This design comes from an exercise in tuning for small area, a short achievable clock period and few clock cycles on the open sky130 flow, not from production work.
RTL that was checked went through simulation tests only; none was proved equivalent to the original.
The RTL of runs 6 and 7 was laid out without a check of its function.
Power is estimated from default activity; no workload was simulated.

==> flow/design.v <==
module phpb_serial (
    input  wire        clk,
    input  wire        rst,             
    input  wire        cfg_guard_en,    
    input  wire [16:0] cfg_max_len,     
    input  wire        cfg_drop_zero,   
    input  wire        rx_in_valid,
    output wire        rx_in_ready,
    input  wire [7:0]  rx_in_data,
    input  wire        rx_in_last,      
    output wire        rx_out_valid,
    input  wire        rx_out_ready,
    output wire [7:0]  rx_out_data,
    output wire        rx_out_sop,
    output wire        rx_out_eop,
    output wire [47:0] rx_out_hdr,      
    output wire [16:0] rx_out_tlen,     
    input  wire        tx_in_valid,
    output wire        tx_in_ready,
    input  wire [7:0]  tx_in_data,
    output wire        tx_out_valid,
    input  wire        tx_out_ready,
    output wire [7:0]  tx_out_data,
    output reg  [15:0] cnt_rx_pkt,
    output reg  [15:0] cnt_malformed,
    output reg  [15:0] cnt_zero_drop
);
    reg [15:0] m;           
    reg        g_never;     
    reg        g_always;    
    reg        dz;
    always @(posedge clk) begin
        m        <= cfg_max_len[15:0] - 16'd7;
        g_never  <= !cfg_guard_en || (cfg_max_len >= 17'd65542);
        g_always <= cfg_guard_en && (cfg_max_len < 17'd7);
        dz       <= cfg_drop_zero;
    end
    reg       rdy;
    reg       ib_v, i2_v;
    reg [7:0] ib_d, i2_d;
    reg       ib_l, i2_l;
    reg       ib_ff, i2_ff;
    reg       ib_00, i2_00;
    reg       ib_gt, i2_gt;     
    wire take  = rx_in_valid && rdy;
    wire in_ff = (rx_in_data == 8'hFF);
    wire in_00 = (rx_in_data == 8'h00);
    wire in_gt = (rx_in_data > m[7:0]);
    assign rx_in_ready = rdy;
    reg        pend;        
    reg        body;        
    reg        disc;        
    reg        drop;        
    reg [2:0]  hc;          
    reg [4:0]  tt;          
    reg [4:0]  ct;          
    reg [39:0] sr;          
    reg        tl_a, tl_b;  
    reg        zf;          
    reg [16:0] remain;      
    reg        rend;        
    reg        ov, osop, oeop;
    reg [7:0]  od;
    reg        ev_pkt, ev_mal, ev_zero;
    wire hdr = !body && !disc;
    wire other  = !ib_ff && !ib_00;
    wire absorb = !pend && ib_ff;           
    wire split  = pend && other;            
    wire [7:0] tdata = pend ? {8{!ib_00}} : ib_d;
    wire tlast  = ib_l && !split;
    wire tgt_lo = split ? (m[7:0] != 8'hFF) : ib_gt;
    wire too_long = tl_a || (tl_b && tgt_lo);
    wire [4:0] tsel = tt & ~{1'b0, tt[4:1]};
    wire [7:0] top_byte = ({8{tsel[0]}} & sr[7:0])   | ({8{tsel[1]}} & sr[15:8])  |
                          ({8{tsel[2]}} & sr[23:16]) | ({8{tsel[3]}} & sr[31:24]) |
                          ({8{tsel[4]}} & sr[39:32]);
    wire [16:0] tlen_new = {1'b0, sr[7:0], tdata} + 17'd7;
    wire hc5   = (hc == 3'd5);
    wire ofree = !ov || rx_out_ready;
    wire room = !tt[4] || (ofree && ct[0]);
    wire acc = ib_v && (absorb || disc ||
                        (hdr  && (hc5 ? (!ct[0] && ofree) : room)) ||
                        (body && (drop || ofree || (!tt[4] && !osop))));
    wire tok      = acc && !absorb;             
    wire push     = tok && (hdr || (body && !drop));
    wire complete = tok && hdr && hc5;
    wire zdrop    = dz && zf;
    wire hdr_ok   = complete && !too_long && !zdrop;
    wire hdr_bad  = complete && too_long;
    wire btok     = tok && body;
    wire body_end = btok && rend;
    wire cons     = acc && !split;
    wire load     = ofree && (ct[0] || hdr_ok);
    wire bpush    = push && body;
    wire       n_pend = acc ? absorb : pend;
    wire       n_body = complete ? !too_long : (body && !body_end);
    wire       n_disc = complete ? (too_long && !tlast) : (disc && !(acc && tlast));
    wire       n_drop = complete ? zdrop : drop;
    wire [2:0] n_hc   = complete ? 3'd0 : ((tok && hdr) ? hc + 3'd1 : hc);
    wire       n_ov   = load || (ov && !rx_out_ready);
    wire [4:0] n_tt   = (complete && !hdr_ok) ? 5'd0 :
                        (push && !load)      ? {tt[3:0], 1'b1} :
                        (load && !push)      ? {1'b0, tt[4:1]} : tt;
    wire [4:0] n_ct   = hdr_ok              ? 5'b11111 :
                        (bpush && !load)     ? {ct[3:0], 1'b1} :
                        (load && !bpush)     ? {1'b0, ct[4:1]} : ct;
    wire       ib_free = !ib_v || cons;
    wire       n_ibv   = ib_free ? (i2_v || take) : 1'b1;
    wire       n_i2v   = !ib_free && (i2_v || take);
    always @(posedge clk) begin
        if (ib_free) begin
            if (i2_v) begin
                ib_d  <= i2_d;
                ib_l  <= i2_l;
                ib_ff <= i2_ff;
                ib_00 <= i2_00;
                ib_gt <= i2_gt;
            end else if (take) begin
                ib_d  <= rx_in_data;
                ib_l  <= rx_in_last;
                ib_ff <= in_ff;
                ib_00 <= in_00;
                ib_gt <= in_gt;
            end
        end else if (take) begin
            i2_d  <= rx_in_data;
            i2_l  <= rx_in_last;
            i2_ff <= in_ff;
            i2_00 <= in_00;
            i2_gt <= in_gt;
        end
        if (push)
            sr <= {sr[31:0], tdata};
        if (tok && hdr) begin
            if (hc == 3'd0) zf <= (tdata == 8'h00);
            if (hc == 3'd4) begin
                tl_a <= g_always || (!g_never && (tdata > m[15:8]));
                tl_b <= !g_always && !g_never && (tdata == m[15:8]);
            end
        end
        if (complete) begin
            remain <= tlen_new;
            rend   <= (sr[7:0] == 8'h00) && (tdata == 8'h00);
        end else if (btok) begin
            remain <= remain - 17'd1;
            rend   <= (remain == 17'd8);
        end
        if (load) begin
            od   <= top_byte;
            osop <= hdr_ok;
            oeop <= !body && ct[0] && !ct[1];
        end
        if (rst) begin
            rdy      <= 1'b1;
            ib_v     <= 1'b0;
            i2_v     <= 1'b0;
            pend     <= 1'b0;
            body     <= 1'b0;
            disc     <= 1'b0;
            drop     <= 1'b0;
            hc       <= 3'd0;
            tt       <= 5'd0;
            ct       <= 5'd0;
            ov       <= 1'b0;
            ev_pkt   <= 1'b0;
            ev_mal   <= 1'b0;
            ev_zero  <= 1'b0;
        end else begin
            rdy      <= !n_i2v;
            ib_v     <= n_ibv;
            i2_v     <= n_i2v;
            pend     <= n_pend;
            body     <= n_body;
            disc     <= n_disc;
            drop     <= n_drop;
            hc       <= n_hc;
            tt       <= n_tt;
            ct       <= n_ct;
            ov       <= n_ov;
            ev_pkt   <= body_end && !drop;
            ev_mal   <= hdr_bad;
            ev_zero  <= body_end && drop;
        end
    end
    always @(posedge clk) begin
        if (rst) begin
            cnt_rx_pkt    <= 16'd0;
            cnt_malformed <= 16'd0;
            cnt_zero_drop <= 16'd0;
        end else begin
            if (ev_pkt && cnt_rx_pkt != 16'hFFFF)
                cnt_rx_pkt <= cnt_rx_pkt + 16'd1;
            if (ev_mal && cnt_malformed != 16'hFFFF)
                cnt_malformed <= cnt_malformed + 16'd1;
            if (ev_zero && cnt_zero_drop != 16'hFFFF)
                cnt_zero_drop <= cnt_zero_drop + 16'd1;
        end
    end
    assign rx_out_valid = ov;
    assign rx_out_data  = od;
    assign rx_out_sop   = osop;
    assign rx_out_eop   = oeop;
    assign rx_out_hdr   = {od, sr};    
    assign rx_out_tlen  = remain;
    reg       trdy;
    reg       tov;
    reg [7:0] tod;
    reg       tpv, tpb;
    reg       sv;
    reg [7:0] sd;
    wire ttake  = tx_in_valid && trdy;
    wire tofree = !tov || tx_out_ready;
    wire in_sp  = (tx_in_data == 8'hFF) || (tx_in_data == 8'h00);
    wire sd_sp  = (sd == 8'hFF) || (sd == 8'h00);
    wire tdirect = tofree && !tpv && !sv;
    reg  n_sv;
    always @(*) begin
        n_sv = sv;
        if (tofree && !tpv && sv)
            n_sv = 1'b0;
        if (ttake && !tdirect)
            n_sv = 1'b1;
    end
    assign tx_in_ready = trdy;
    always @(posedge clk) begin
        if (tofree) begin
            if (tpv) begin
                tod <= {8{tpb}};
            end else if (sv) begin
                tod <= sd_sp ? 8'hFF : sd;
                tpb <= sd[0];
            end else if (ttake) begin
                tod <= in_sp ? 8'hFF : tx_in_data;
                tpb <= tx_in_data[0];
            end
        end
        if (ttake && !tdirect)
            sd <= tx_in_data;
        if (rst) begin
            trdy <= 1'b1;
            tov  <= 1'b0;
            tpv  <= 1'b0;
            sv   <= 1'b0;
        end else begin
            if (tofree) begin
                if (tpv) begin
                    tov <= 1'b1;
                    tpv <= 1'b0;
                end else if (sv) begin
                    tov <= 1'b1;
                    tpv <= sd_sp;
                end else if (ttake) begin
                    tov <= 1'b1;
                    tpv <= in_sp;
                end else begin
                    tov <= 1'b0;
                end
            end
            sv   <= n_sv;
            trdy <= !n_sv;
        end
    end
    assign tx_out_valid = tov;
    assign tx_out_data  = tod;
endmodule
==> flow/flow/run.sh <==
#!/bin/bash
# Standard layout, with the port buffers made from buf_2 cells instead of the
# resizer's default choice. Full tool output goes to flow_standard.log.
set -euo pipefail
export BUFFER_PORTS_ARGS="-buffer_cell sky130_fd_sc_hd__buf_2"
bash standard.sh > flow_standard.log 2>&1
==> flow/standard.sh <==
#!/bin/bash
# synth_recipe.tcl (not shown) runs the flow's synth.tcl, then flattens the netlist and writes it again
# the make line also repeats each setting of config.mk as NAME=value (left out here)
make -C /OpenROAD-flow-scripts/flow DESIGN_CONFIG=/design/flow/config.mk WORK_HOME=/design/flow/orfs CLKGATE_MAP_FILE= SYNTH_SCRIPT=/design/flow/synth_recipe.tcl "${@:-finish}"
==> flow/config.mk <==
export PLATFORM = sky130hd
export DESIGN_NAME = phpb_serial
export DESIGN_NICKNAME = phpb_serial
export VERILOG_FILES = /design/flow/design.v
export SDC_FILE = /design/flow/constraint.sdc
export NUM_CORES = 4
export LEC_CHECK = 0
export CAP_MARGIN = 20
export CORE_MARGIN = 2
export CORE_UTILIZATION = 40
export SETUP_SLACK_MARGIN = 3.6
export SLEW_MARGIN = 20
==> flow/constraint.sdc <==
create_clock -name core_clock -period 6.0 [get_ports {clk}]
set_input_delay 1.2000 -clock core_clock [delete_from_list [all_inputs] [get_ports {clk}]]
set_output_delay 1.2000 -clock core_clock [all_outputs]
set_load 0.01 [all_outputs]
==> flow_summary_export.csv, run 1 <==
group,metric,value,unit
setup_path,worst_path_max_delay_cell,"edfxtp_1",
setup_path,endpoint_kind,"output port",
floorplan,start_util,40.6,%
timing,rsz0062_at_grt,"yes",
timing,fmax,420,MHz
floorplan,core,0.0242,mm2
logic_synthesis,synth_flop_cell,"edfxtp_1",
power,pwr-share-comb,5.5,%
timing,hold_viol,0,
logic_synthesis,synth.avg_cell_area,10.6,um2
global_routing,track_usage,18.4,%
detailed_routing,avgRoutedWirePerCell,16.6,um
final_layout,area_growth,26.6,%
logic_synthesis,synthDistinctLibCells,78,
place,numPortBuffers,176,
timing,setup_viol,0,
timing,max-slew-margin-rel,50.0,%
detailed_routing,antenna_left,0,
timing,setup_tns,0,ns
clock_network,cts_tree,"done",
floorplan,dieArea,0.0259,mm2
timing,finalMaxSlewViolations,0,
timing,finClkSkew,0.0152,ns
timing,layout_min_cycle_time,2.38,ns
power,power.density,264,mW/mm2
power,p_int,2570,uW
global_routing,antenna_found_initial,0,
clock_network,clk_pin_slew,0.06,ns
power,pwr-share-clk,47.5,%
power,p_switching,721,uW
status,status,"finished clean",
floorplan,die_y,161,um
setup_path,crit_buf_inv,1,
floorplan,num_rows,57,
floorplan,ioPinCount,177,
setup_path,path_delay_family,"flip-flops",
timing,fin_crit_sh,39.7,%
setup_path,crit_arrival,1.18,ns
setup_path,path_class,"register to output port",
final_layout,post-route-util,51.4,%
timing,hold_ws,0.472,ns
clock_network,root_buffer,"clkbuf_16",
final_layout,antennaDiodeCount,0,
clock_network,cts.sinks,207,
global_routing,grt_pass1_wl,38900,um
setup_path,crit_fanout,2,
global_routing,grt_pass1_vias,7398,
clock_network,cts_buffers,25,
timing,tightest_slew,0.748,ns
logic_synthesis,synth_edf_count,112,
place,gp_congestion,0.845,
power,sw_frac_of_total,21.9,%
clock_network,clock_latency,0.52,ns
final_layout,drive_above_1_share,28.0,%
global_routing,grt_max_degree,65,
floorplan,die_x,161,um
detailed_routing,drt_wl_total,24600,um
detailed_routing,vias_per_cell,5.32,
clock_network,htree_levels,1,
detailed_routing,drt_iter0_markers,641,
place,post-dp-hpwl,16600,um
power,p_leak,0.00476,uW
power,ir_drop,0.159,mV
power,seq_power_share,47.0,%
final_layout,fillers,2185,
logic_synthesis,synthArstFlopShare,0,%
final_layout,final_area,0.0125,mm2
logic_synthesis,seq_area_frac_synth,53.5,%
clock_network,cts_buffer_depth,3,
global_routing,gr-total-overflow,0,
logic_synthesis,synth_area,0.00984,mm2
logic_synthesis,ys_warn_count,1,
setup_path,worst_setup_path_start_kind,"register",
logic_synthesis,syn-num-nets,1001,
setup_path,cp_data_required_time,4.80,ns
detailed_routing,drc,0,
job,cap_violations,0,
detailed_routing,dr.pass1.iters,5,
hold_path,hp-class,"register to register",
place,dpl_cell_area,0.0111,mm2
setup_path,cpPeakStageDelay,0.47,ns
final_layout,final_nets,1215,
logic_synthesis,syn_inst,931,
logic_synthesis,yosys_register_bits,207,
detailed_routing,vias,7915,
setup_path,crit_chain,"buf_2",
cells in the final DEF (no fill, tap or decap), types with 13 or more instances in the layout:
master	synthesis	final
inv_1	40	40
buf_2	4	175
xnor2_1	35	35
dfxtp_1	95	85
clkbuf_16	0	25
o21ai_0	43	37
nor2b_1	17	15
a21oi_1	47	44
nand4_1	32	32
nand3_1	38	37
nand2_1	65	62
xor2_1	29	29
ha_1	28	27
a22oi_1	16	16
buf_4	9	36
edfxtp_1	112	112
nor2_1	75	75
nor3_1	33	32
and3_1	13	13
cell families (layout without fill, tap and decap cells):
family	Yosys count	in the layout	share of synthesized area, %
adder cells (fa/ha/maj)	29	29	3.66
AND/OR/NAND/NOR	358	361	19.6
AO/OA/AOI/OAI	181	181	12.4
XOR/XNOR	64	64	5.69
flip-flops	207	207	53.5
buffers and inverters	75	304	3.25
multiplexers	17	17	1.84
synth_stat cells (4+ instances only):
library cell	number	area [um2]
and2_1	11	68.8
nor2_1	75	282
nor3b_1	8	60.1
mux2i_1	8	80.1
mux2_2	9	101
nor4_1	8	50.1
a21o_1	6	45.0
and3_1	13	81.3
xor2_1	29	254
nand2_1	65	244
a22oi_1	16	120
xnor2_1	35	307
nand4_1	32	200
edfxtp_1	112	3360
nand2b_1	7	43.8
inv_1	40	150
nor3_1	33	165
o31ai_1	8	60.1
buf_4	9	67.6
o22ai_1	9	56.3
or3_1	12	75.1
ha_1	28	350
or4_1	8	60.1
nand3_1	38	190
and4_1	11	96.3
nor2b_1	17	106
o21ai_0	43	215
dfxtp_1	95	1900
buf_2	4	20.0
clkbuf_1	17	63.8
a31oi_1	7	43.8
a21oi_1	47	235
o211ai_1	6	45.0
routing by layer:
layer  global-route usage [%]  share of wire (%)  routed length (um)
met1                     24.4                 43               10600
met2                     30.6                 48               11900
met3                     3.54                6.5                1610
met4                     5.64                2.2                 543
met5                        0                  0                   0
what timing repair did:
item                       in CTS  in global routing
pin swaps                       9                  8
setup buffers                  24                 14
gates cloned                    3                  1
setup endpoints to repair      70                 92
hold buffers                    0                  0
resized for setup              18                 19
power groups by stage:
stage          Combinational [uW]  Sequential, uW  Clock, uW
2_1_floorplan                 101            1580          0
3_3_place_gp                  166            1580          0
3_5_place_dp                  168            1580          0
4_1_cts                       179            1550       1600
5_1_grt                       203            1550       1660
6_report                      181            1550       1560
through the flow:
step | instances | worst slack [ns] | total power [uW]
final | 1487 | 3.62 | 3290
after global routing | 1487 | 3.55 | 3420
after CTS | 1472 | 3.59 | 3330
after detailed placement | 1400 | 2.64 | 1750
after global placement | 1400 | 2.67 | 1740
after floorplan | 931 | 3.09 | 1680
final timing paths:
kind / startpoint / endpoint / slack, ns / cells past startpoint
worst max-delay path: remain[7] / rx_out_tlen[7] / 3.62 / 1
worst min-delay path: sr[19] / sr[27] / 0.47 / 0
worst max register to register: ib_00 / tt[3] / 3.66 / 8
worst min register to register: sr[19] / sr[27] / 0.47 / 0
worst register-to-register path, delay by kind of cell, from the launching register on:
family,cells,cell delay [ns]
AND/OR/NAND/NOR,3,0.76
AO/OA/AOI/OAI,3,0.58
flip-flops,1,0.48
adder cells (fa/ha/maj),1,0.30
buffers and inverters,1,0.12
cell type report:
type                       instances  area, um2  share of cell area (%)
sequential                       207       5280                    42.4
multi-input combinational        652       4500                    36.1
timing repair buffer             217       1260                    10.2
clock buffer                      25        626                    5.02
tap                              324        405                    3.25
clock inverter                    20        229                    1.84
inverter                          42        158                    1.27
registers in the layout, indices dropped and copies added, names as in the netlist, 8 cells and up:
register       count
i2_d               8
od                 8
ib_d               8
m                 16
sr                40
cnt_malformed     16
cnt_rx_pkt        16
remain            17
tod                8
cnt_zero_drop     16
sd                 8
Testbench counts, summed over its fixed seeds: cycles 121,481.
==> inputs of run 2 (changes only) <==
--- a/flow/config.mk
+++ b/flow/config.mk
@@ -10,3 +10,5 @@
 export CORE_UTILIZATION = 40
-export SETUP_SLACK_MARGIN = 3.6
+export CTS_CLUSTER_DIAMETER = 75
+export CTS_CLUSTER_SIZE = 35
+export SETUP_SLACK_MARGIN = 3.5
 export SLEW_MARGIN = 20
==> run 2 against run 1 <==
  * Setup slack got worse by 0.10 ns
  * Wire length fell by 1.7%
  * Highest routed layer unchanged
  * Total power fell by 14%
  * Largest power group is now registers
  * Synthesized cell count stayed put
  * Via count down 2.0%
  * Sequential power about the same
  * Critical path depth grew 6
==> flow_summary_export.csv, run 2 <==
group,metric,value,unit
setup_path,crit_fanout,7,
timing,finClkSkew,0.0427,ns
final_layout,final_cell_mix,"176 x buf_2, 112 x edfxtp_1, 91 x dfxtp_1, 75 x nor2_1, 63 x nand2_1",
setup_path,regToRegEndpoint,"tt[3]",
hold_path,hp-class,"register to register",
timing,worst_slack,3.52,ns
clock_network,cts_buffers,15,
clock_network,cts_tree,"done",
setup_path,worst_path_max_delay_cell,"o41a_1",
place,gp_congestion,0.816,
setup_path,crit_arrival,2.72,ns
detailed_routing,vias_per_cell,5.37,
hold_path,holdCritStartpoint,"sr[24]",
timing,fin_crit_sh,41.3,%
final_layout,final_area,0.0119,mm2
final_layout,multi_input_area,0.00446,mm2
floorplan,die_x,161,um
logic_synthesis,synth.most_common_cell,"edfxtp_1",
power,p_leak,0.00448,uW
logic_synthesis,yosysTopAreaCellShare,34.2,%
timing,layout_min_cycle_time,2.48,ns
power,ir_drop,0.210,mV
final_layout,antennaDiodeCount,0,
floorplan,dieArea,0.0259,mm2
logic_synthesis,synth_area,0.00984,mm2
global_routing,grt_max_degree,66,
logic_synthesis,syn_inst,931,
job,cap_violations,0,
setup_path,cp_data_required_time,6.24,ns
place,numPortBuffers,176,
final_layout,regMostFlops,"sr",
final_layout,final_nets,1180,
logic_synthesis,synth.avg_cell_area,10.6,um2
floorplan,ioPinCount,177,
logic_synthesis,synthDistinctLibCells,78,
clock_network,root_buffer,"clkbuf_16",
setup_path,path_class,"input pin to register",
final_layout,drive_above_1_share,24.6,%
clock_network,clk_pin_slew,0.10,ns
clock_network,cts.sinks,207,
floorplan,core,0.0242,mm2
logic_synthesis,synthArstFlopShare,0,%
floorplan,start_util,40.6,%
detailed_routing,drt_wl_total,24200,um
setup_path,cpPeakStageDelay,0.44,ns
power,p_switching,732,uW
detailed_routing,drt_iter0_markers,591,
setup_path,r2r_setup_slack,3.61,ns
floorplan,num_rows,57,
timing,fmax,403,MHz
logic_synthesis,yosys_register_bits,207,
timing,max-slew-margin-rel,46.1,%
setup_path,r2r_start,"tt[4]",
place,post-dp-hpwl,17000,um
logic_synthesis,yosysTopAreaCell,"edfxtp_1",
clock_network,ctsHoldBuffers,0,
final_layout,reg_top3,"sr: 40 flops, remain: 17 flops",
setup_path,worst_setup_path_start_kind,"input pin",
clock_network,cts_buffer_depth,3,
detailed_routing,vias,7756,
logic_synthesis,seq_area_frac_synth,53.5,%
timing,finalMaxSlewViolations,0,
power,pwr-share-comb,6.1,%
timing,hold_viol,0,
global_routing,track_usage,18.0,%
global_routing,grt_pass1_wl,37900,um
timing,rsz0062_at_grt,"yes",
setup_path,crit_chain,"buf_2 > nor2b_4 > o211a_1 > o41a_1 > a21o_4 > a21oi_4 > buf_4",
place,dpl_cell_area,0.0111,mm2
power,seq_power_share,54.4,%
final_layout,area_growth,21.1,%
setup_path,reg2reg_depth,10,
detailed_routing,dr.pass1.iters,5,
clock_network,clock_latency,0.51,ns
power,p_int,2110,uW
final_layout,post-route-util,49.1,%
global_routing,grt_pass1_vias,7186,
logic_synthesis,synth_flop_cell,"edfxtp_1",
clock_network,htree_levels,1,
hold_path,worstHoldEndpoint,"sr[32]",
timing,tightest_slew,0.802,ns
power,sw_frac_of_total,25.7,%
detailed_routing,drc,0,
timing,setup_viol,0,
floorplan,die_y,161,um
final_layout,layout_commonest_cell,"buf_2",
logic_synthesis,synth_area_leaders,"edfxtp_1 34%, dfxtp_1 19%, ha_1 3.6%, xnor2_1 3.1%, nor2_1 2.9%",
final_layout,largest_reg_flops,40,
global_routing,antenna_found_initial,0,
setup_path,endpoint_kind,"register",
logic_synthesis,synth_edf_count,112,
power,pwr-share-clk,39.5,%
final_layout,ff_latch_area,0.00527,mm2
power,power.density,239,mW/mm2
detailed_routing,avgRoutedWirePerCell,16.8,um
place,dpl_worst_slack,2.63,ns
timing,setup_tns,0,ns
hold_path,holdPathStages,0,
status,status,"finished clean",
logic_synthesis,ys_warn_count,1,
detailed_routing,antenna_left,0,
final_layout,fillers,2263,
logic_synthesis,synth_commonest_cells,"112 x edfxtp_1, 95 x dfxtp_1, 75 x nor2_1",
global_routing,gr-total-overflow,0,
logic_synthesis,syn-num-nets,1001,
## run 2: how the worst max path moves through the flow
stage	cells after the start	slack, ns	endpoint	start
2_1_floorplan	9	3.09	tt[2]	rx_out_ready
3_3_place_gp	7	2.68	od[5]	rx_out_ready
3_5_place_dp	7	2.63	od[5]	rx_out_ready
4_1_cts	9	3.51	tt[0]	rx_out_ready
5_1_grt	10	3.48	tt[2]	tt[4]
6_report	7	3.52	ib_l	rx_out_ready
## run 2: area by class of cell
type	instances	area share (%)
clock buffer	15	3.15
sequential	207	44.2
clock inverter	11	1.55
timing repair buffer	192	8.92
multi-input combinational	652	37.4
inverter	42	1.32
tap	324	3.40
## run 2: power groups by stage
stage                     registers, uW  clock network (uW)  logic [uW]
final                              1550                1120         173
after detailed placement           1580                   0         165
after global routing               1550                1210         194
after CTS                          1550                1160         172
after floorplan                    1580                   0        99.7
after global placement             1580                   0         163
## run 2: cell families (layout without fill, tap and decap cells)
kind of cell	after synthesis	in the layout	synth area share [%]
flip-flops	207	207	53.5
adder cells (fa/ha/maj)	29	29	3.66
multiplexers	17	17	1.84
buffers and inverters	75	260	3.25
XOR/XNOR	64	64	5.69
AO/OA/AOI/OAI	181	181	12.4
AND/OR/NAND/NOR	358	361	19.6
## run 2: per-stage QoR
| step | std cells | total power (uW) | hold slack (ns) |
|---|---|---|---|
| final | 1443 | 2840 | 0.489 |
| after global routing | 1443 | 2960 | 0.503 |
| after CTS | 1437 | 2880 | 0.488 |
| after detailed placement | 1400 | 1750 | 0.465 |
| after global placement | 1400 | 1740 | 0.459 |
| after floorplan | 931 | 1680 | 0.458 |
## run 2: metal layers
metal  wire length, um  part of all wire (%)  global-route usage (%)
met5                 0                     0                       0
met3               929                   3.8                    2.56
met2             11900                    49                    30.9
met1             10800                    45                    23.9
met4               565                   2.3                    4.71
## run 2: worst max-delay path: cells and delay by family
family / cells / cell delay (ns)
AND/OR/NAND/NOR: 1 / 0.07
AO/OA/AOI/OAI: 4 / 1.18
buffers and inverters: 2 / 0.27
## run 2: what timing repair did
item,CTS,global route
gates cloned,3,1
buffers inserted,8,5
pin swaps,5,4
setup endpoints to repair,35,16
resized for setup,10,11
==> inputs of run 3 (changes only) <==
--- a/flow/config.mk
+++ b/flow/config.mk
@@ -7,2 +7,3 @@
 export LEC_CHECK = 0
+export ABC_AREA = 1
 export CAP_MARGIN = 20
@@ -10,4 +11,2 @@
 export CORE_UTILIZATION = 40
-export CTS_CLUSTER_DIAMETER = 75
-export CTS_CLUSTER_SIZE = 35
 export SETUP_SLACK_MARGIN = 3.5
==> run 3 against run 2 <==
  * Non-clock buffer count grew 9
  * Still clean
  * Critical endpoint is now tt[2]
  * Highest routed layer unchanged
  * Cell count grew 13%
  * Largest power group unchanged
  * Largest cell class unchanged
  * Critical path depth grew 10
  * Synthesized cell count grew 16%
  * Total power grew 20%
  * Clock power grew 22%
  * Worst hold slack lost 0.0076 ns
==> flow_summary_export.csv, run 3 <==
group,metric,value,unit
logic_synthesis,syn_inst,1082,
global_routing,grt_pass1_vias,7518,
logic_synthesis,synth_flop_cell,"edfxtp_1",
logic_synthesis,seq_area_frac_synth,53.8,%
timing,tightest_slew,0.846,ns
power,pwr-share-comb,11.7,%
place,place_inst,1558,
setup_path,worst_path_max_delay_cell,"ha_4",
timing,max-slew-margin-rel,43.6,%
setup_path,reg2reg_depth,17,
power,p_int,2550,uW
final_layout,fin_cells,1628,
logic_synthesis,yosys_register_bits,207,
power,p_switching,861,uW
place,gp_congestion,0.831,
setup_path,crit_arrival,2.92,ns
power,p_leak,0.00501,uW
clock_network,cts_buffers,24,
floorplan,core,0.0242,mm2
detailed_routing,drt_iter0_markers,517,
place,numPortBuffers,176,
global_routing,antenna_found_initial,0,
status,status,"finished clean",
clock_network,clock_latency,0.52,ns
floorplan,ioPinCount,177,
final_layout,final_nets,1356,
final_layout,reg_top3,"sr: 40 flops, remain: 17 flops",
final_layout,drive_above_1_share,23.5,%
timing,layout_min_cycle_time,2.54,ns
timing,finalMaxSlewViolations,0,
logic_synthesis,syn-num-nets,1152,
logic_synthesis,synth_area_leaders,"edfxtp_1 34%, dfxtp_1 19%, nand2_1 6.6%, inv_1 5.4%, nor2_1 4.2%",
floorplan,start_util,40.5,%
timing,fmax,394,MHz
global_routing,track_usage,17.3,%
detailed_routing,antenna_left,0,
clock_network,cts_buffer_depth,3,
detailed_routing,avgRoutedWirePerCell,14.1,um
clock_network,cts_tree,"done",
hold_path,holdPathStages,2,
detailed_routing,vias,8041,
timing,hold_ws,0.481,ns
logic_synthesis,yosysTopAreaCellShare,34.4,%
timing,fin_crit_sh,42.3,%
global_routing,grt_pass1_wl,37100,um
setup_path,path_class,"input pin to register",
setup_path,crit_chain,"buf_12 > inv_12 > nand2_8 > nand2_2 > nand2_1 > nand3_1 > nand2_2 > nand2_4 > a21oi_4 > nand2_2 > nor2_4 > clkinv_4 > nand2_8 > ha_4 > buf_6 > a211oi_2 > a211oi_1",
logic_synthesis,synth_edf_count,112,
power,power.density,281,mW/mm2
logic_synthesis,synthDistinctLibCells,50,
detailed_routing,drc,0,
logic_synthesis,synth.avg_cell_area,9.04,um2
logic_synthesis,synth_area,0.00978,mm2
final_layout,area_growth,24.3,%
power,seq_power_share,48.1,%
clock_network,ctsHoldBuffers,0,
logic_synthesis,synth_commonest_cells,"173 x nand2_1, 141 x inv_1, 112 x edfxtp_1",
final_layout,layout_commonest_cell,"buf_2",
floorplan,dieArea,0.0257,mm2
setup_path,crit_fanout,6,
power,sw_frac_of_total,25.2,%
global_routing,gr-total-overflow,0,
timing,setup_viol,0,
setup_path,r2r_start,"hc[1]",
timing,rsz0062_at_grt,"yes",
floorplan,num_rows,57,
logic_synthesis,yosysTopAreaCell,"edfxtp_1",
setup_path,regToRegEndpoint,"tt[2]",
setup_path,r2r_setup_slack,3.54,ns
setup_path,worst_setup_path_start_kind,"input pin",
final_layout,final_cell_mix,"175 x buf_2, 169 x nand2_1, 140 x inv_1, 112 x edfxtp_1, 102 x nor2_1",
setup_path,endpoint_kind,"register",
detailed_routing,dr.pass1.iters,6,
logic_synthesis,synth.most_common_cell,"nand2_1",
logic_synthesis,synthArstFlopShare,0,%
setup_path,critPathMostFrequentCell,"nand2_2",
global_routing,grt_max_degree,37,
power,ir_drop,0.157,mV
final_layout,regMostFlops,"sr",
place,post-dp-hpwl,16300,um
timing,setup_tns,0,ns
power,pwr-share-clk,40.2,%
clock_network,htree_levels,1,
setup_path,startpoint,"rx_out_ready",
hold_path,hp-class,"register to register",
floorplan,die_y,160,um
timing,hold_viol,0,
final_layout,largest_reg_flops,40,
job,cap_violations,0,
clock_network,clk_pin_slew,0.06,ns
detailed_routing,drt_wl_total,22900,um
setup_path,cp_data_required_time,6.38,ns
clock_network,cts.sinks,207,
clock_network,root_buffer,"clkbuf_16",
setup_path,cpPeakStageDelay,0.22,ns
logic_synthesis,ys_warn_count,1,
detailed_routing,vias_per_cell,4.94,
final_layout,antennaDiodeCount,0,
floorplan,die_x,160,um
timing,finClkSkew,0.0145,ns
setup_path,cp-endpoint,"tt[2]",
run 3: changes by cell type in the layout (fill, tap and decap cells not counted), moves of 10 or more:
cell and delta:
nand2_1 +106, a22oi_1 -16, and2_1 -11, and3_1 -12, xnor2_1 -25, or3_1 -11, nor2_1 +27, nor2b_1 -15
and4_1 -10, clkbuf_16 +10, o21ai_0 +21, inv_1 +100, nand3_1 +14
run 3: cell families after synthesis:
kind of cell,synth area share (%)
XOR/XNOR,3.22
adder cells (fa/ha/maj),3.58
AO/OA/AOI/OAI,10.6
flip-flops,53.8
multiplexers,0.102
buffers and inverters,7.15
AND/OR/NAND/NOR,21.6
run 3: critical path: cells and delay by family:
family	cells	cell delay, ns
AND/OR/NAND/NOR	9	0.77
adder cells (fa/ha/maj)	1	0.22
AO/OA/AOI/OAI	3	0.38
buffers and inverters	4	0.34
run 3: worst min path at each step:
| stage | from | end |
|---|---|---|
| after global routing | sr[20] | sr[28] |
| after floorplan | hc[1] | hc[1] |
| after detailed placement | sr[20] | sr[28] |
| after global placement | sr[20] | sr[28] |
| final | cnt_malformed[15] | cnt_malformed[15] |
| after CTS | cnt_malformed[15] | cnt_malformed[15] |
run 3: metrics by stage:
stage	worst slack, ns	power (uW)	area, um2	util [%]
floorplan	2.89	1910	9940	-
global placement	2.27	2030	11100	45.8
detailed placement	2.20	2040	11100	45.8
CTS	3.50	3450	12000	49.7
global route	3.40	3570	12200	50.3
finish	3.46	3410	12200	50.3
run 3: final cells by class:
class / count / area (um2)
flip-flops and latches: 207 / 5270
well taps: 324 / 405
clock buffers: 37 / 711
inverters: 151 / 591
multi-input cells: 701 / 4030
clock inverters: 7 / 33.8
fillers: 2309 / 12000
repair buffers: 201 / 1120
run 3: per-layer routing:
metal / global-route usage (%) / vias to the layer above / wire length, um
met2: 27.7 / 207 / 10300
met4: 5.16 / 0 / 524
met3: 3.07 / 38 / 1330
met5: 0 / - / 0
li1: - / 4099 / -
met1: 24.2 / 3697 / 10800
run 3: power by group through the flow:
stage	logic, uW	registers (uW)	clock network (uW)
after floorplan	239	1670	0
after global placement	361	1670	0
after detailed placement	367	1670	0
after CTS	390	1640	1410
after global routing	446	1650	1470
final	398	1640	1370
run 3: repair_timing:
| item | CTS | global route |
|---|---|---|
| resized for setup | 16 | 14 |
| cloned | 3 | 0 |
| endpoints found under the setup margin | 106 | 61 |
| setup buffers | 15 | 8 |
| pin swaps | 6 | 8 |
==> inputs of run 4 (changes only) <==
--- a/flow/config.mk
+++ b/flow/config.mk
@@ -7,6 +7,6 @@
 export LEC_CHECK = 0
-export ABC_AREA = 1
 export CAP_MARGIN = 20
 export CORE_MARGIN = 2
-export CORE_UTILIZATION = 40
+export CORE_UTILIZATION = 50
+export PLACE_DENSITY = 0.7
 export SETUP_SLACK_MARGIN = 3.5
==> run 4 against run 3 <==
  * Still clean
  * Global-route usage rose by 3.4 points
  * Cell count fell by 14%
  * Combinational power fell by 57%
  * Clock power barely moved
  * Register-to-register slack improved by 0.07 ns
==> flow_summary_export.csv, run 4 <==
group,metric,value,unit
status,status,"finished clean",
logic_synthesis,yosysTopAreaCell,"edfxtp_1",
logic_synthesis,synth.avg_cell_area,10.6,um2
global_routing,gr-total-overflow,0,
detailed_routing,dr.pass1.iters,5,
place,post-dp-hpwl,15600,um
clock_network,cts_tree,"done",
detailed_routing,drc,0,
logic_synthesis,synth_commonest_cells,"112 x edfxtp_1, 95 x dfxtp_1, 75 x nor2_1",
floorplan,num_rows,51,
logic_synthesis,seq_area_frac_synth,53.5,%
setup_path,worst_setup_path_start_kind,"input pin",
logic_synthesis,synth_area_leaders,"edfxtp_1 34%, dfxtp_1 19%, ha_1 3.6%, xnor2_1 3.1%, nor2_1 2.9%",
clock_network,htree_levels,1,
power,p_leak,0.00457,uW
final_layout,area_growth,21.7,%
timing,hold_viol,0,
setup_path,crit_fanout,10,
final_layout,largest_reg_flops,40,
global_routing,grt_pass1_vias,7118,
timing,tightest_slew,0.707,ns
setup_path,cp_data_required_time,6.40,ns
detailed_routing,drt_iter0_markers,439,
final_layout,fin_cells,1399,
global_routing,track_usage,20.8,%
hold_path,hp-class,"register to register",
final_layout,final_area,0.0120,mm2
setup_path,endpoint_kind,"register",
clock_network,clk_pin_slew,0.06,ns
logic_synthesis,synthArstFlopShare,0,%
final_layout,regMostFlops,"sr",
logic_synthesis,synthDistinctLibCells,78,
place,dpl_cell_area,0.0110,mm2
setup_path,worst_path_max_delay_cell,"o311a_1",
setup_path,path_delay_family,"compound AO/OA/AOI/OAI gates",
detailed_routing,avgRoutedWirePerCell,15.9,um
logic_synthesis,synth_edf_count,112,
floorplan,ioPinCount,177,
setup_path,crit_chain,"buf_2 > nand2b_4 > nand2_4 > a211oi_4 > buf_12 > nand4_4 > a21o_1 > ha_4 > o311a_1",
logic_synthesis,yosys_register_bits,207,
final_layout,antennaDiodeCount,0,
timing,setup_tns,0,ns
detailed_routing,vias,7758,
clock_network,clock_latency,0.51,ns
global_routing,grt_max_degree,65,
final_layout,post-route-util,61.8,%
clock_network,cts_buffers,23,
floorplan,core,0.0194,mm2
setup_path,path_class,"input pin to register",
timing,finClkSkew,0.0306,ns
timing,finalMaxSlewViolations,0,
setup_path,crit_arrival,2.85,ns
logic_synthesis,syn-num-nets,1001,
floorplan,start_util,50.7,%
final_layout,final_cell_mix,"176 x buf_2, 112 x edfxtp_1, 93 x dfxtp_1, 75 x nor2_1, 63 x nand2_1",
power,power.density,258,mW/mm2
floorplan,die_y,144,um
power,power.total,3090,uW
setup_path,cpPeakStageDelay,0.29,ns
floorplan,dieArea,0.0208,mm2
logic_synthesis,synth.most_common_cell,"edfxtp_1",
logic_synthesis,ys_warn_count,1,
final_layout,reg_top3,"sr: 40 flops, remain: 17 flops",
timing,fin_crit_sh,40.9,%
setup_path,crit_buf_inv,2,
logic_synthesis,synth_area,0.00984,mm2
detailed_routing,antenna_left,0,
logic_synthesis,synth_flop_cell,"edfxtp_1",
global_routing,grt_pass1_wl,35300,um
detailed_routing,drt_wl_total,22200,um
timing,setup_viol,0,
final_layout,drive_above_1_share,24.9,%
timing,fmax,408,MHz
clock_network,cts_buffer_depth,3,
place,numPortBuffers,176,
timing,rsz0062_at_grt,"yes",
clock_network,ctsHoldBuffers,0,
floorplan,die_x,144,um
power,ir_drop,0.168,mV
final_layout,layout_commonest_cell,"buf_2",
detailed_routing,vias_per_cell,5.55,
timing,layout_min_cycle_time,2.45,ns
timing,max-slew-margin-rel,52.5,%
place,gp_congestion,0.846,
global_routing,antenna_found_initial,0,
place,place_inst,1341,
clock_network,root_buffer,"clkbuf_16",
clock_network,cts.sinks,207,
logic_synthesis,syn_inst,931,
final_layout,final_nets,1187,
logic_synthesis,yosysTopAreaCellShare,34.2,%
job,cap_violations,0,
[run 4: cell types whose count changed after synthesis, sizes merged, moves of 25 or more]
| cell | delta |
|---|---|
| nand2 | -119 |
| inv | -109 |
| nor2 | -42 |
| o21ai | -25 |
| xnor2 | +25 |
[run 4: final cells by class]
cell class	count	area, um2
inverter	42	158
sequential	207	5270
timing repair buffer	192	1050
clock inverter	9	81.3
multi-input combinational	651	4420
tap	265	332
fill	1653	7410
clock buffer	33	677
[run 4: repair_timing]
action | 4_1_cts | 5_1_grt
pin swaps | 4 | 4
gates resized for setup | 9 | 5
setup buffers | 5 | 8
gates cloned | 3 | 0
endpoints found under the hold margin | 0 | 0
setup endpoints to repair | 34 | 43
[run 4: metal layers]
metal	track usage, %	wire length, um	part of all wire, %
met5	0	0	0
met4	5.62	470	2.1
met3	2.78	1080	4.9
met2	34.2	10500	47
met1	29.0	10100	46
[run 4: path summary, 6_finish.rpt]
| check | end | slack, ns | from | cells after the start |
|---|---|---|---|---|
| worst min register to register | sr[38] | 0.48 | sr[30] | 0 |
| worst max-delay path | tt[0] | 3.55 | rx_out_ready | 9 |
| worst min-delay path | sr[38] | 0.48 | sr[30] | 0 |
| worst max register to register | tt[0] | 3.61 | body | 8 |
[run 4: kinds of logic (layout without fill, tap and decap cells)]
kind of cell / count (synthesis) / count (layout) / share of synthesized area (%)
and+or+nand+nor: 358 / 360 / 19.6
DFF: 207 / 207 / 53.5
AOI/OAI and AO/OA: 181 / 181 / 12.4
buffers and inverters: 75 / 276 / 3.25
xor gates and xnor gates: 64 / 64 / 5.69
adders and majority gates: 29 / 29 / 3.66
muxes: 17 / 17 / 1.84
[run 4: where the power goes]
group | internal (uW) | leakage, uW | switching [uW]
registers | 1530 | 0.00178 | 23.3
clock network | 829 | 0.000371 | 547
logic | 69.6 | 0.00242 | 100
[run 4: stage by stage]
step                      hold WS (ns)  worst slack [ns]
after global placement           0.461              2.74
after CTS                        0.480              3.52
after global routing             0.494              3.49
after detailed placement         0.461              2.69
after floorplan                  0.458              3.09
final                            0.477              3.55
==> inputs of run 5 (changes only) <==
--- a/flow/config.mk
+++ b/flow/config.mk
@@ -9,4 +9,3 @@
 export CORE_MARGIN = 2
-export CORE_UTILIZATION = 50
-export PLACE_DENSITY = 0.7
+export CORE_UTILIZATION = 40
 export SETUP_SLACK_MARGIN = 3.5
==> run 5 against run 4 <==
  * Still clean on timing, DRC and antenna
  * Wire length up 8.1%
  * Non-clock buffer count is 1 lower
  * Final area increased by 0.80%
  * Via count is 0.32% lower
  * Global-route usage is 2.8 points lower
  * Clock power about the same
  * Combinational power is essentially flat
  * Total power grew 0.72%
  * Critical endpoint is now rx_out_hdr[7]
  * Largest cell class unchanged
  * Largest power group unchanged
==> flow_summary_export.csv, run 5 <==
group,metric,value,unit
status,status,"finished clean",
setup_path,reg2reg_depth,6,
setup_path,crit_fanout,6,
global_routing,gr-total-overflow,0,
detailed_routing,avgRoutedWirePerCell,16.4,um
detailed_routing,vias_per_cell,5.30,
clock_network,cts_tree,"done",
floorplan,die_x,161,um
timing,finClkSkew,0.00857,ns
final_layout,final_nets,1187,
floorplan,num_rows,57,
timing,hold_viol,0,
place,gp_congestion,0.816,
clock_network,root_buffer,"clkbuf_16",
final_layout,post-route-util,49.8,%
setup_path,path_delay_family,"flip-flops",
timing,fmax,407,MHz
setup_path,cp-endpoint,"rx_out_hdr[7]",
clock_network,cts.sinks,207,
timing,hold_ws,0.477,ns
global_routing,antenna_found_initial,0,
logic_synthesis,synth_area,0.00984,mm2
final_layout,area_growth,22.7,%
logic_synthesis,synth_flop_cell,"edfxtp_1",
timing,setup_viol,0,
setup_path,r2r_start,"ib_00",
power,seq_power_share,49.7,%
clock_network,clock_latency,0.51,ns
setup_path,worst_path_max_delay_cell,"edfxtp_1",
power,p_int,2420,uW
global_routing,grt_pass1_vias,7306,
hold_path,holdPathStages,0,
power,power.density,258,mW/mm2
logic_synthesis,syn-num-nets,1001,
setup_path,path_depth,1,
logic_synthesis,synth_edf_count,112,
logic_synthesis,synthDistinctLibCells,78,
power,sw_frac_of_total,22.3,%
timing,worst_slack,3.55,ns
logic_synthesis,synth.most_common_cell,"edfxtp_1",
place,dpl_cell_area,0.0111,mm2
global_routing,grt_pass1_wl,38100,um
power,ir_drop,0.141,mV
place,dpl_worst_slack,2.63,ns
logic_synthesis,synth_area_leaders,"edfxtp_1 34%, dfxtp_1 19%, ha_1 3.6%, xnor2_1 3.1%, nor2_1 2.9%",
setup_path,worst_setup_path_start_kind,"register",
logic_synthesis,syn_inst,931,
logic_synthesis,synthArstFlopShare,0,%
timing,finalMaxSlewViolations,0,
final_layout,fillers,2276,
place,post-dp-hpwl,17000,um
timing,setup_tns,0,ns
power,p_leak,0.00458,uW
logic_synthesis,yosys_register_bits,207,
timing,max-slew-margin-rel,44.8,%
logic_synthesis,yosysTopAreaCell,"edfxtp_1",
timing,tightest_slew,0.822,ns
detailed_routing,antenna_left,0,
detailed_routing,vias,7733,
final_layout,final_area,0.0121,mm2
global_routing,grt_max_degree,66,
setup_path,cp_data_required_time,4.80,ns
logic_synthesis,ys_warn_count,1,
detailed_routing,drt_wl_total,24000,um
logic_synthesis,synth_commonest_cells,"112 x edfxtp_1, 95 x dfxtp_1, 75 x nor2_1",
clock_network,htree_levels,1,
final_layout,drive_above_1_share,24.8,%
floorplan,core,0.0242,mm2
detailed_routing,drt_iter0_markers,545,
clock_network,cts_buffer_depth,3,
final_layout,regMostFlops,"sr",
setup_path,endpoint_kind,"output port",
final_layout,largest_reg_flops,40,
logic_synthesis,synth.avg_cell_area,10.6,um2
floorplan,ioPinCount,177,
timing,rsz0062_at_grt,"no",
place,numPortBuffers,176,
job,cap_violations,0,
setup_path,crit_buf_inv,1,
floorplan,die_y,161,um
power,p_switching,694,uW
setup_path,r2r_setup_slack,3.66,ns
setup_path,regToRegEndpoint,"tt[0]",
logic_synthesis,seq_area_frac_synth,53.5,%
final_layout,layout_commonest_cell,"buf_2",
timing,fin_crit_sh,40.9,%
final_layout,reg_top3,"sr: 40 flops, remain: 17 flops",
setup_path,startpoint,"sr[7]",
logic_synthesis,yosysTopAreaCellShare,34.2,%
detailed_routing,dr.pass1.iters,7,
clock_network,cts_buffers,24,
clock_network,ctsHoldBuffers,0,
final_layout,antennaDiodeCount,0,
global_routing,track_usage,17.9,%
setup_path,crit_chain,"buf_2",
timing,layout_min_cycle_time,2.46,ns
final_layout,final_cell_mix,"176 x buf_2, 112 x edfxtp_1, 91 x dfxtp_1, 75 x nor2_1, 63 x nand2_1",
clock_network,clk_pin_slew,0.06,ns
floorplan,start_util,40.6,%
power,pwr-share-clk,44.8,%
floorplan,dieArea,0.0259,mm2
setup_path,path_class,"register to output port",
power,pwr-share-comb,5.5,%
hold_path,hp-class,"register to register",
setup_path,cpPeakStageDelay,0.54,ns
setup_path,crit_arrival,1.26,ns
detailed_routing,drc,0,
[run 5: cell counts after synthesis]
Identical to the previous run, type by type.
[run 5: cell families after synthesis]
group | after synthesis | synth area share [%]
adder cells (fa/ha/maj) | 29 | 3.66
multiplexers | 17 | 1.84
buffers and inverters | 75 | 3.25
XOR/XNOR | 64 | 5.69
AND/OR/NAND/NOR | 358 | 19.6
AO/OA/AOI/OAI | 181 | 12.4
flip-flops | 207 | 53.5
[run 5: area by class of cell]
class                      instances  area, um2  share of cell area, %
clock inverter                    12       85.1                  0.704
multi-input combinational        651       4430                   36.7
inverter                          42        158                   1.30
clock buffer                      32        672                   5.56
timing repair buffer             191       1060                   8.74
tap                              324        405                   3.36
sequential                       207       5270                   43.6
[run 5: timing repair]
| action | CTS | global route |
|---|---|---|
| resized for setup | 10 | 9 |
| buffers inserted | 7 | 5 |
| pin swaps | 4 | 6 |
| setup endpoints to repair | 34 | 34 |
| gates cloned | 3 | 0 |
[run 5: metrics by stage]
stage / power (uW) / cells
finish: 3120 / 1459
global route: 3240 / 1459
CTS: 3150 / 1454
detailed placement: 1750 / 1400
floorplan: 1680 / 931
global placement: 1740 / 1400
[run 5: power by group through the flow]
stage	Combinational (uW)	Clock [uW]	Sequential (uW)
finish	171	1400	1550
global route	192	1490	1550
CTS	170	1430	1550
detailed placement	165	0	1580
global placement	163	0	1580
floorplan	99.7	0	1580
[run 5: worst min path at each step]
stage,startpoint,end,slack (ns)
finish,sr[25],sr[33],0.48
global route,sr[14],sr[22],0.50
CTS,sr[25],sr[33],0.47
detailed placement,sr[25],sr[33],0.46
global placement,sr[25],sr[33],0.46
floorplan,dz,drop,0.46
[run 5: per-layer routing]
layer	part of all wire, %	up-vias	track usage (%)
met1	45	3697	23.6
met3	4.3	29	2.66
met4	1.8	0	4.79
met2	49	161	30.9
li1	-	3846	-
met5	0	-	0
==> inputs of run 6 (changes only) <==
--- a/flow/design.v
+++ b/flow/design.v
@@ -140,9 +140,7 @@
         end
-        if (complete) begin
-            remain <= tlen_new;
-            rend   <= (sr[7:0] == 8'h00) && (tdata == 8'h00);
-        end else if (btok) begin
-            remain <= remain - 17'd1;
-            rend   <= (remain == 17'd8);
-        end
+        remain <= complete ? tlen_new : remain - {16'd0, btok};
+        if (complete)
+            rend <= (sr[7:0] == 8'h00) && (tdata == 8'h00);
+        else if (btok)
+            rend <= (remain == 17'd8);
         if (load) begin
==> run 6 against run 5 <==
  * Still clean
  * Clock skew is 0.013 ns higher
  * Sequential power hardly changed
  * Fmax is 6.5% lower
  * Clock power is 4% higher
  * Sequential share of layout area is 0.71 points lower
  * Worst hold slack better by 0.0012 ns
  * Non-clock buffer count is 17 higher
  * Largest cell class unchanged
  * Highest routed layer unchanged
==> flow_summary_export.csv, run 6 <==
group,metric,value,unit
status,status,"finished clean",
detailed_routing,dr.pass1.iters,5,
hold_path,hp-class,"register to register",
setup_path,crit_buf_inv,0,
logic_synthesis,synthDistinctLibCells,58,
final_layout,largest_reg_flops,40,
setup_path,path_class,"register to register",
detailed_routing,vias_per_cell,5.08,
power,power.density,268,mW/mm2
logic_synthesis,seq_area_frac_synth,54.4,%
detailed_routing,drt_wl_total,22200,um
floorplan,die_x,157,um
clock_network,cts_tree,"done",
timing,setup_viol,0,
place,gp_congestion,0.824,
hold_path,worstHoldEndpoint,"sr[29]",
hold_path,holdPathStages,0,
floorplan,core,0.0233,mm2
detailed_routing,antenna_left,0,
clock_network,root_buffer,"clkbuf_16",
detailed_routing,drt_iter0_markers,361,
logic_synthesis,syn-num-nets,986,
timing,rsz0062_at_grt,"yes",
setup_path,crit_arrival,3.03,ns
clock_network,clock_latency,0.51,ns
global_routing,track_usage,17.4,%
logic_synthesis,synth.most_common_cell,"dfxtp_1",
setup_path,reg2reg_depth,7,
logic_synthesis,yosys_register_bits,207,
power,p_leak,0.00479,uW
logic_synthesis,yosysTopAreaCellShare,30.4,%
final_layout,regMostFlops,"sr",
final_layout,area_growth,26.9,%
global_routing,gr-total-overflow,0,
logic_synthesis,syn_inst,916,
final_layout,drive_above_1_share,27.5,%
detailed_routing,vias,7350,
global_routing,grt_pass1_wl,34800,um
global_routing,grt_pass1_vias,6786,
floorplan,ioPinCount,177,
final_layout,antennaDiodeCount,0,
logic_synthesis,yosysTopAreaCell,"edfxtp_1",
global_routing,antenna_found_initial,0,
setup_path,worst_path_max_delay_cell,"or4_4",
floorplan,start_util,40.3,%
timing,worst_slack,3.37,ns
setup_path,path_delay_family,"simple AND/OR/NAND/NOR gates",
place,numPortBuffers,176,
timing,tightest_slew,0.990,ns
final_layout,final_nets,1182,
setup_path,worst_setup_path_start_kind,"register",
floorplan,num_rows,56,
logic_synthesis,ys_warn_count,1,
setup_path,regToRegEndpoint,"tt[0]",
setup_path,crit_fanout,10,
place,dpl_worst_slack,2.52,ns
job,cap_violations,0,
logic_synthesis,synth_area_leaders,"edfxtp_1 30%, dfxtp_1 24%, xor2_1 4.7%, nor2_1 4.4%, ha_1 3.7%",
setup_path,cp_data_required_time,6.41,ns
timing,finalMaxSlewViolations,0,
power,ir_drop,0.188,mV
timing,hold_viol,0,
global_routing,grt_max_degree,49,
detailed_routing,drc,0,
clock_network,cts.sinks,207,
setup_path,crit_chain,"nand2b_4 > or4_4 > a221o_1 > or3_4 > a21o_4 > ha_4 > o311a_1",
logic_synthesis,synth_flop_cell,"dfxtp_1",
final_layout,layout_commonest_cell,"buf_2",
logic_synthesis,synth_area,0.00937,mm2
clock_network,clk_pin_slew,0.06,ns
setup_path,r2r_setup_slack,3.37,ns
final_layout,final_cell_mix,"175 x buf_2, 109 x dfxtp_1, 106 x nor2_1, 95 x edfxtp_1, 71 x nand2_1",
setup_path,cpPeakStageDelay,0.51,ns
detailed_routing,avgRoutedWirePerCell,15.3,um
logic_synthesis,synth_commonest_cells,"112 x dfxtp_1, 111 x nor2_1, 95 x edfxtp_1",
floorplan,die_y,157,um
timing,fmax,381,MHz
timing,setup_tns,0,ns
clock_network,htree_levels,1,
timing,fin_crit_sh,43.8,%
setup_path,endpoint_kind,"register",
final_layout,reg_top3,"sr: 40 flops, remain: 17 flops",
logic_synthesis,synth_edf_count,95,
floorplan,dieArea,0.0247,mm2
clock_network,cts_buffers,23,
hold_path,holdCritStartpoint,"sr[21]",
setup_path,path_depth,7,
setup_path,r2r_start,"ib_00",
timing,max-slew-margin-rel,33.1,%
timing,layout_min_cycle_time,2.63,ns
logic_synthesis,synthArstFlopShare,0,%
final_layout,fillers,2197,
timing,finClkSkew,0.0220,ns
place,post-dp-hpwl,15800,um
clock_network,cts_buffer_depth,3,
logic_synthesis,synth.avg_cell_area,10.2,um2
## run 6: cell count changes after synthesis, sizes merged, moves of 9 or more
| cell | previous run | this run |
|---|---|---|
| nand3 | 38 | 24 |
| a21oi | 48 | 35 |
| nor2 | 75 | 111 |
| xor2 | 29 | 50 |
| dfxtp | 95 | 112 |
| nand2 | 65 | 74 |
| nor3 | 34 | 21 |
| edfxtp | 112 | 95 |
## run 6: area by class of cell
class / instances / area (um2) / share of cell area (%)
Clock buffer: 30 / 616 / 5.18
Clock inverter: 12 / 168 / 1.41
Inverter: 45 / 181 / 1.53
Multi-Input combinational cell: 627 / 4270 / 35.9
Sequential cell: 207 / 5100 / 42.9
Tap cell: 319 / 399 / 3.36
Timing Repair Buffer: 208 / 1150 / 9.71
## run 6: worst max path at each step
stage | startpoint | to | slack, ns
after global routing | osop | remain[13] | 3.25
after floorplan | rx_out_ready | tt[2] | 2.59
after detailed placement | rx_out_ready | i2_d[4] | 2.52
final | ib_00 | tt[0] | 3.37
after CTS | ib_00 | tt[4] | 3.34
after global placement | rx_out_ready | tt[4] | 2.53
## run 6: what timing repair did
item / CTS / global route
hold endpoints to repair: 0 / 0
resized for setup: 24 / 21
endpoints found under the setup margin: 72 / 62
hold buffers: 0 / 0
gates cloned: 0 / 0
buffers inserted: 16 / 13
pin swaps: 12 / 9
## run 6: power breakdown
part           total (uW)  leakage (uW)  switching, uW  internal [uW]
registers            1540       0.00180           22.8           1510
clock network        1460      0.000381            564            897
logic                 186       0.00261            109           76.9
total                3180       0.00479            696           2490
## run 6: worst register-to-register path, cell delays in order, from the launching register on
cell and delay [ns]:
edfxtp_1 0.38, nand2b_4 0.15, or4_4 0.51, a221o_1 0.35, or3_4 0.35, a21o_4 0.22
ha_4 0.27, o311a_1 0.28
## run 6: per-stage QoR
step	area [um2]	std cells	hold WS, ns	total power, uW	utilization, %
floorplan	9590	916	0.459	1670	-
global placement	10700	1377	0.465	1740	46.0
detailed placement	10700	1377	0.466	1750	46.0
CTS	11700	1435	0.484	3220	50.2
global route	11900	1448	0.491	3310	51.1
finish	11900	1448	0.478	3180	51.1
## run 6: kinds of logic (layout without fill, tap and decap cells)
group                      count (synthesis)  in the layout  synth area share [%]
AOI/OAI and AO/OA                        145            145                  9.86
adders and majority gates                 28             28                  3.74
xor gates and xnor gates                  78             78                  7.29
DFF                                      207            207                  54.4
buffers and inverters                     82            295                  3.62
muxes                                     20             20                  2.27
and+or+nand+nor                          356            356                  18.8
## run 6: per-layer routing
metal	vias to the layer above	global-route usage, %	share of wire, %
met5	-	0	0
met3	25	3.22	5.4
met1	3457	24.2	47
met2	185	27.9	46
met4	0	4.63	1.6
li1	3683	-	-
==> inputs of run 7 (changes only) <==
--- a/flow/design.v
+++ b/flow/design.v
@@ -77,2 +77,9 @@
     wire [16:0] tlen_new = {1'b0, sr[7:0], tdata} + 17'd7;
+    reg  [16:0] rflip;
+    integer ri;
+    always @(*) begin
+        rflip[0] = 1'b1;
+        for (ri = 1; ri < 17; ri = ri + 1)
+            rflip[ri] = rflip[ri-1] && !remain[ri-1];
+    end
     wire hc5   = (hc == 3'd5);
@@ -140,3 +147,3 @@
         end
-        remain <= complete ? tlen_new : remain - {16'd0, btok};
+        remain <= complete ? tlen_new : (remain ^ ({17{btok}} & rflip));
         if (complete)
==> run 7 against run 6 <==
  * Final area is 0.23% higher
  * Count of clock-buffer cells in the layout up 1
  * Register-to-register slack better by 0.27 ns
  * Worst hold slack better by 0.0079 ns
  * Still clean on timing, DRC and antenna
  * Via count up 6.1%
==> flow_summary_export.csv, run 7 <==
group,metric,value,unit
timing,setup_tns,0,ns
floorplan,dieArea,0.0253,mm2
timing,fmax,400,MHz
final_layout,reg_top3,"sr: 40 flops, remain: 17 flops",
timing,layout_min_cycle_time,2.50,ns
detailed_routing,drc,0,
logic_synthesis,synth.avg_cell_area,10.2,um2
global_routing,grt_pass1_wl,37500,um
detailed_routing,avgRoutedWirePerCell,16.4,um
setup_path,crit_arrival,2.71,ns
setup_path,crit_chain,"buf_6 > or4b_1 > nor2_2 > o311a_1 > o41ai_4 > nor2_4 > buf_12",
global_routing,grt_max_degree,76,
floorplan,start_util,40.9,%
global_routing,grt_pass1_vias,7202,
timing,fin_crit_sh,41.6,%
setup_path,cpPeakStageDelay,0.54,ns
logic_synthesis,ys_warn_count,1,
timing,rsz0062_at_grt,"yes",
job,cap_violations,0,
final_layout,layout_commonest_cell,"buf_2",
logic_synthesis,yosysTopAreaCellShare,29.6,%
clock_network,cts_tree,"done",
logic_synthesis,synthArstFlopShare,0,%
floorplan,die_y,159,um
setup_path,path_class,"input pin to register",
place,post-dp-hpwl,16500,um
timing,max-slew-margin-rel,37.1,%
logic_synthesis,yosysTopAreaCell,"edfxtp_1",
final_layout,final_cell_mix,"175 x buf_2, 110 x dfxtp_1, 95 x edfxtp_1, 76 x nor2_1, 54 x nand2_1",
setup_path,endpoint_kind,"register",
detailed_routing,vias_per_cell,5.34,
place,gp_congestion,0.811,
power,p_leak,0.00461,uW
logic_synthesis,syn_inst,941,
detailed_routing,antenna_left,0,
logic_synthesis,synth.most_common_cell,"dfxtp_1",
clock_network,root_buffer,"clkbuf_16",
final_layout,largest_reg_flops,40,
detailed_routing,dr.pass1.iters,6,
timing,tightest_slew,0.935,ns
floorplan,die_x,159,um
timing,worst_slack,3.50,ns
final_layout,area_growth,23.7,%
timing,finClkSkew,0.00994,ns
logic_synthesis,synth_area_leaders,"edfxtp_1 30%, dfxtp_1 23%, xor2_1 3.5%, ha_1 3.5%, nor2_1 3.1%",
timing,hold_ws,0.486,ns
place,place_inst,1397,
setup_path,r2r_setup_slack,3.64,ns
logic_synthesis,synth_area,0.00964,mm2
clock_network,cts_buffers,23,
logic_synthesis,synthDistinctLibCells,65,
detailed_routing,vias,7800,
clock_network,clk_pin_slew,0.06,ns
final_layout,drive_above_1_share,24.6,%
power,ir_drop,0.152,mV
setup_path,cp_data_required_time,6.21,ns
setup_path,path_delay_family,"simple AND/OR/NAND/NOR gates",
hold_path,hp-class,"register to register",
setup_path,crit_fanout,12,
clock_network,cts.sinks,207,
setup_path,crit_buf_inv,2,
clock_network,ctsHoldBuffers,0,
detailed_routing,drt_wl_total,24000,um
clock_network,clock_latency,0.50,ns
detailed_routing,drt_iter0_markers,492,
place,numPortBuffers,176,
logic_synthesis,synth_flop_cell,"dfxtp_1",
logic_synthesis,synth_commonest_cells,"112 x dfxtp_1, 95 x edfxtp_1, 79 x nor2_1",
final_layout,regMostFlops,"sr",
clock_network,cts_buffer_depth,3,
global_routing,antenna_found_initial,0,
floorplan,core,0.0235,mm2
logic_synthesis,syn-num-nets,1010,
power,power.density,253,mW/mm2
logic_synthesis,yosys_register_bits,207,
logic_synthesis,seq_area_frac_synth,52.9,%
final_layout,fin_cells,1462,
final_layout,final_nets,1196,
status,status,"finished clean",
place,dpl_worst_slack,2.34,ns
timing,hold_viol,0,
setup_path,worst_setup_path_start_kind,"input pin",
global_routing,gr-total-overflow,0,
logic_synthesis,synth_edf_count,95,
setup_path,worst_path_max_delay_cell,"or4b_1",
clock_network,htree_levels,1,
global_routing,track_usage,17.7,%
final_layout,antennaDiodeCount,0,
floorplan,ioPinCount,177,
floorplan,num_rows,56,
timing,setup_viol,0,
timing,finalMaxSlewViolations,0,
## run 7: cell types whose count changed after synthesis, sizes merged, moves of 5 or more
cell	before	now
nor2	111	79
nand3	24	44
nand2	74	55
nor3	21	34
o21ai	39	52
xor2	50	39
a21oi	35	45
or4	7	14
and2	9	3
a21boi	2	7
## run 7: worst paths after layout
path / start / depth (start not counted) / endpoint
worst max register to register: ib_00 / 8 / tt[0]
worst min register to register: sr[28] / 0 / sr[36]
worst min-delay path: sr[28] / 0 / sr[36]
worst max-delay path: rx_out_ready / 7 / i2_d[3]
## run 7: cells by family (layout without fill, tap and decap cells)
family                     Yosys count  in the layout  share of synthesized area, %
AOI/OAI and AO/OA                  181            181                          12.0
xor gates and xnor gates            63             63                          5.73
adders and majority gates           28             28                          3.61
buffers and inverters               85            287                          3.70
DFF                                207            207                          52.9
muxes                               23             23                          2.51
and+or+nand+nor                    354            354                          19.6
## run 7: layout make-up
| class | count | area, um2 |
|---|---|---|
| fill | 2164 | 11600 |
| clock inverter | 10 | 53.8 |
| inverter | 44 | 165 |
| timing repair buffer | 202 | 1170 |
| tap | 319 | 399 |
| clock buffer | 31 | 626 |
| multi-input combinational | 649 | 4410 |
| sequential | 207 | 5100 |
## run 7: metal layers
metal / global-route usage [%] / up-vias / wire [um]
li1: - / 3863 / -
met1: 24.0 / 3685 / 10900
met2: 29.3 / 218 / 11200
met3: 3.39 / 34 / 1360
met4: 4.50 / 0 / 467
met5: 0 / - / 0
## run 7: stage by stage
step | power, uW | cell area [um2] | utilization (%)
after floorplan | 1680 | 9800 | -
after global placement | 1750 | 10900 | 46.2
after detailed placement | 1750 | 10900 | 46.2
after CTS | 3040 | 11700 | 49.9
after global routing | 3120 | 11900 | 50.6
final | 3010 | 11900 | 50.6
## run 7: power by group
group          internal (uW)  switching, uW  total (uW)
registers               1510           26.0        1540
clock network            729            548        1280
logic                   80.9            111         192
## run 7: repair_timing
item	4_1_cts	5_1_grt
hold endpoints to repair	0	0
cloned	1	1
resized for setup	16	14
pin swaps	6	12
buffers inserted	9	13
setup endpoints to repair	107	38

static timing again, ports no longer ideal:
How much do the figures lean on ideal ports? The routed layouts below were timed once more, with nothing changed but the port constraints. Step 1 sets driving cells, clkbuf_16 on the clock port and buf_2 on the other inputs (assumed; they add their load-dependent delay and slew). Step 2, shift: input delay + t, output delay - t, t = (earliest + latest rising clock arrival at the registers) / 2. This alone moves slack from input paths to output paths. a / b / c = ideal / step 1 / step 2; a / b = the first two.
| run | shift t [ns] | setup slack, ns | slew at the worst register clock pin (ns) | worst slew at a driven data input, ns | pins driven straight from the clock port |
|---|---|---|---|---|---|
| run 1 | 0.561 | 3.621 / 3.573 / 3.040 | 0.06 / 0.06 | 0.07 | 1 |
| run 2 | 0.540 | 3.520 / 3.486 / 2.957 | 0.12 / 0.12 | 0.07 | 1 |
| run 3 | 0.561 | 3.461 / 3.418 / 2.857 | 0.06 / 0.06 | 0.09 | 1 |
| run 4 | 0.540 | 3.549 / 3.515 / 3.003 | 0.06 / 0.06 | 0.06 | 1 |
| run 5 | 0.554 | 3.545 / 3.496 / 3.024 | 0.06 / 0.06 | 0.07 | 1 |
| run 6 | 0.551 | 3.373 / 3.357 / 2.805 | 0.06 / 0.06 | 0.09 | 1 |
| run 7 | 0.543 | 3.503 / 3.501 / 2.958 | 0.06 / 0.06 | 0.06 | 1 |
After both steps every run listed still meets setup and hold. The setup slack of run 3, which loses most, moves by -0.043 ns with the drivers and by -0.604 ns with both steps.
